This design comes from an exercise in tuning for small area, a short achievable clock period and few clock cycles on the open sky130 flow, not from production work.
Where RTL was checked, it was by simulation tests only, not by an equivalence proof against the original.
Power is estimated from default activity; no workload was simulated.

// godmr_core
module godmr_core (
    input  wire        clk,
    input  wire        rst,           
    input  wire        req_valid,
    input  wire        req_write,
    input  wire [1:0]  req_size,      
    input  wire [11:0] req_addr,
    input  wire [31:0] req_wdata,
    output reg         resp_valid,
    output reg         resp_err,
    output reg  [31:0] resp_rdata,
    output wire [15:0] qr_code,       
    input  wire        qr_ok          
);
Size: roughly 1200 flip-flops, about 0.042 mm2 of cells after synthesis.
make LEC_CHECK=0 CAP_MARGIN=20 CORE_MARGIN=2 CORE_UTILIZATION=40 PLACE_DENSITY=0.6 SETUP_SLACK_MARGIN=2.6 SLEW_MARGIN=20 finish   # period 5.0 ns
run.sh (not shown) runs the stock make flow with config.mk's settings and CLKGATE_MAP_FILE= SYNTH_SCRIPT=/design/flow/synth_recipe.tcl, a recipe that flattens the netlist after the stock synthesis.
Next try:
--- a/flow/design.v
+++ b/flow/design.v
@@ -226,48 +226,41 @@
     wire rr_f = (word[9:3] == 7'b0000100);                        
     wire rr_w = (word[9:4] == 6'b000100) && (word[3:0] >= 4'd5) &&
                 (word[3:0] <= 4'd12);                             
     wire ring_req  = req_valid && size_ok && (rr_f || rr_w);
     wire hit_now   = ring_req && clr_done &&
                      (rr_f ? (word[2:0] == pw) : (word[3:0] == pww));
     wire ring_wait = ring_req && !hit_now;
     wire svc       = hit_now || hit_pend;
     wire s_write   = hit_now ? req_write : p_write;
     wire s_view    = hit_now ? rr_w : p_view;
+    wire [31:0] s_data = hit_now ? req_wdata : q_wd;
     reg cfp, cwp;
     wire tgt = s_view ? ~cfp : ~cwp;
+    wire wr_r0 = svc && s_write && !tgt;
+    wire wr_r1 = svc && s_write &&  tgt;
     wire [31:0] ring_f = cfp ? rg1[7] : rg0[7];
     wire [31:0] ring_w = cwp ? rg1[7] : rg0[7];
     wire rd_rf = (hit_now && !req_write && rr_f) || (hit_pend && !p_write && !p_view);
     wire rd_rw = (hit_now && !req_write && rr_w) || (hit_pend && !p_write &&  p_view);
     wire [16:0] ring_onehot = {1'b0, 8'b1 << pw, 8'b0};
     wire [16:0] rwf = (svc && s_write && !s_view) ? ring_onehot : 17'd0;
     wire [16:0] rww = (svc && s_write &&  s_view) ? ring_onehot : 17'd0;
-    reg w_go, w_b1;
-    always @(posedge clk) begin
-        w_go <= !rst && svc && s_write;
-        w_b1 <= tgt;
-    end
     wire zero_in = rst || !clr_done;
-    wire [31:0] wdz = q_wd & {32{~zero_in}};
-    wire we0 = zero_in || (w_go && !w_b1);
-    wire we1 = zero_in || (w_go &&  w_b1);
     integer g;
     always @(posedge clk) begin
-        rg0[0] <= rg0[7];
-        rg1[0] <= rg1[7];
-        rg0[1] <= we0 ? wdz : rg0[0];
-        rg1[1] <= we1 ? wdz : rg1[0];
-        for (g = 2; g < 8; g = g + 1) begin
+        for (g = 1; g < 8; g = g + 1) begin
             rg0[g] <= rg0[g - 1];
             rg1[g] <= rg1[g - 1];
         end
+        rg0[0] <= zero_in ? 32'd0 : (wr_r0 ? s_data : rg0[7]);
+        rg1[0] <= zero_in ? 32'd0 : (wr_r1 ? s_data : rg1[7]);
     end
     wire [2:0] pw_nx    = pw + 3'd3;
     wire       pend_nx  = ring_wait || (pend && !hit_pend);
     wire [2:0] p_idx_nx = req_valid ? (rr_f ? word[2:0] : (word[2:0] - 3'd5)) : p_idx;
     always @(posedge clk) begin
         if (rst) begin
             pw       <= 3'd0;
             pww      <= 4'd5;
             clr      <= 4'd8;
             clr_done <= 1'b0;
Routed wire length went up by 16%.
Setup slack is better by 0.066 ns.
Cell count climbs by 5.2%.
Maximum frequency rises by 2.3%.
Utilization rose by 0.82 points.
Count of clock-buffer cells in the layout goes down by 3.
Total power grows by 2.2%.
Critical path depth stays the same.
Global-route usage came out higher by 2.7 points.
Hold slack degrades by 0.013 ns.
Clock skew is higher by 0.011 ns.
Function was not checked in any run of this note: the RTL went through the layout flow alone.

godmr_core, a different RTL version from the one above (not shown whole).
For scale: roughly 42000 µm² of cells after synthesis.
clock: 5.0 ns
lec_check: 0
cap_margin: 20
core_margin: 2
core_utilization: 40
place_density: 0.6
setup_slack_margin: 2.6
slew_margin: 20
Testbench counts at the start, summed over its fixed seeds: cycles 27,148.
Rerun with:
--- a/flow/design.v
+++ b/flow/design.v
@@ -227,31 +227,28 @@
     reg        hit_pend;   
     reg [2:0]  p_idx;      
     reg        p_view;     
     reg        p_write;    
     wire rr_f = (word[9:3] == 7'b0000100);                        
     wire rr_w = (word[9:4] == 6'b000100) && (word[3:0] >= 4'd5) &&
                 (word[3:0] <= 4'd12);                             
     wire ring_req  = req_valid && size_ok && (rr_f || rr_w);
-    wire blk_f = (word[9:3] == 7'b0000100);
-    wire blk_w = (word[9:4] == 6'b000100);
-    wire ok_req = req_valid && size_ok;
-    wire hit_now   = ok_req && clr_done &&
-                     ((blk_f && word[2:0] == pw) || (blk_w && word[3:0] == pww));
+    wire hit_now   = ring_req && clr_done &&
+                     (rr_f ? (word[2:0] == pw) : (word[3:0] == pww));
     wire ring_wait = ring_req && !hit_now;
     wire svc       = hit_now || hit_pend;
     wire s_write   = hit_now ? req_write : p_write;
     wire s_view    = hit_now ? rr_w : p_view;
     reg cfp, cwp;
     wire tgt = s_view ? ~cfp : ~cwp;
     wire [31:0] ring_f = cfp ? rg1[7] : rg0[7];
     wire [31:0] ring_w = cwp ? rg1[7] : rg0[7];
-    wire rd_rf = (req_valid && !req_write && rr_f) || (hit_pend && !p_write && !p_view);
-    wire rd_rw = (req_valid && !req_write && rr_w) || (hit_pend && !p_write &&  p_view);
+    wire rd_rf = (hit_now && !req_write && rr_f) || (hit_pend && !p_write && !p_view);
+    wire rd_rw = (hit_now && !req_write && rr_w) || (hit_pend && !p_write &&  p_view);
     wire [16:0] ring_onehot = {1'b0, 8'b1 << pw, 8'b0};
     wire [16:0] rwf = (svc && s_write && !s_view) ? ring_onehot : 17'd0;
     wire [16:0] rww = (svc && s_write &&  s_view) ? ring_onehot : 17'd0;
     reg w_go, w_b1;
     always @(posedge clk) begin
         w_go <= !rst && svc && s_write;
         w_b1 <= tgt;
     end
@@ -269,18 +266,17 @@
             rg0[g] <= rg0[g - 1];
             rg1[g] <= rg1[g - 1];
         end
     end
     wire [2:0] pw_nx    = pw1;
     wire [2:0] pw_nx2   = pw1 + 3'd3;
     wire       pend_nx  = ring_wait || (pend && !hit_pend);
     wire [2:0] p_idx_nx = rr_f ? word[2:0] : (word[2:0] - 3'd5);
-    wire hp_new = ok_req &&
-                  ((blk_f && word[2:0] == pw1) || (blk_w && word[3:0] == pww1));
+    wire hp_new = ring_wait && (rr_f ? (word[2:0] == pw1) : (word[3:0] == pww1));
     wire hp_old = pend && !hit_pend && (p_idx == pw1);
     always @(posedge clk) begin
         if (rst) begin
             pw       <= 3'd0;
             pww      <= 4'd5;
             pw1      <= 3'd3;
             pww1     <= 4'd8;
             clr      <= 4'd8;
The changed run completed with no timing, DRC or antenna violations.
Final cell count drops by 1.2%.
Register-to-register slack gets better by 100 ps.
Non-clock buffer count drops by 59.
Area after synthesis barely changes.
Via count fell by 2.2%.
Power is higher by 1.4%.
Critical path depth decreases by 3.
Global-route usage drops by 0.65 points.
Only the layout flow was run in the second run of this note; the RTL was not checked for function there.

-- what the ideal ports hide --
In the flow no input, the clock included, has a driving cell. The finished layouts below were timed again as built, in two steps. Step 1: set_driving_cell puts a clkbuf_16 on clk and a buf_2 on each other input, an assumption about the parent block. Step 2 times the ports against the registers' clock, not the clock port: input delays grow and output delays shrink by t, the midpoint of the rising clock arrivals with the driver on. Three values: ideal ports, drivers, drivers and shift; two values: the first two.
run | t (ns) | setup WS [ns] | worst setup path after step 2 | latest minus earliest clock arrival (ns) | worst slew at a driven data input, ns
the first run of note 1 | 0.775 | 2.142 / 2.168 / 1.393 | input to register | 0.046 / 0.046 | 0.08
the second run of note 1 | 0.783 | 2.207 / 2.225 / 1.442 | input to register | 0.064 / 0.064 | 0.21
the first run of note 2 | 0.780 | 2.363 / 2.394 / 1.614 | input to register | 0.033 / 0.033 | 0.09
the second run of note 2 | 0.769 | 2.255 / 2.287 / 1.518 | input to register | 0.029 / 0.030 | 0.07
After both steps every run listed still meets setup and hold. For the second run of note 1, which loses most, drivers alone change the setup slack by +0.018 ns; drivers and shift together by -0.765 ns.
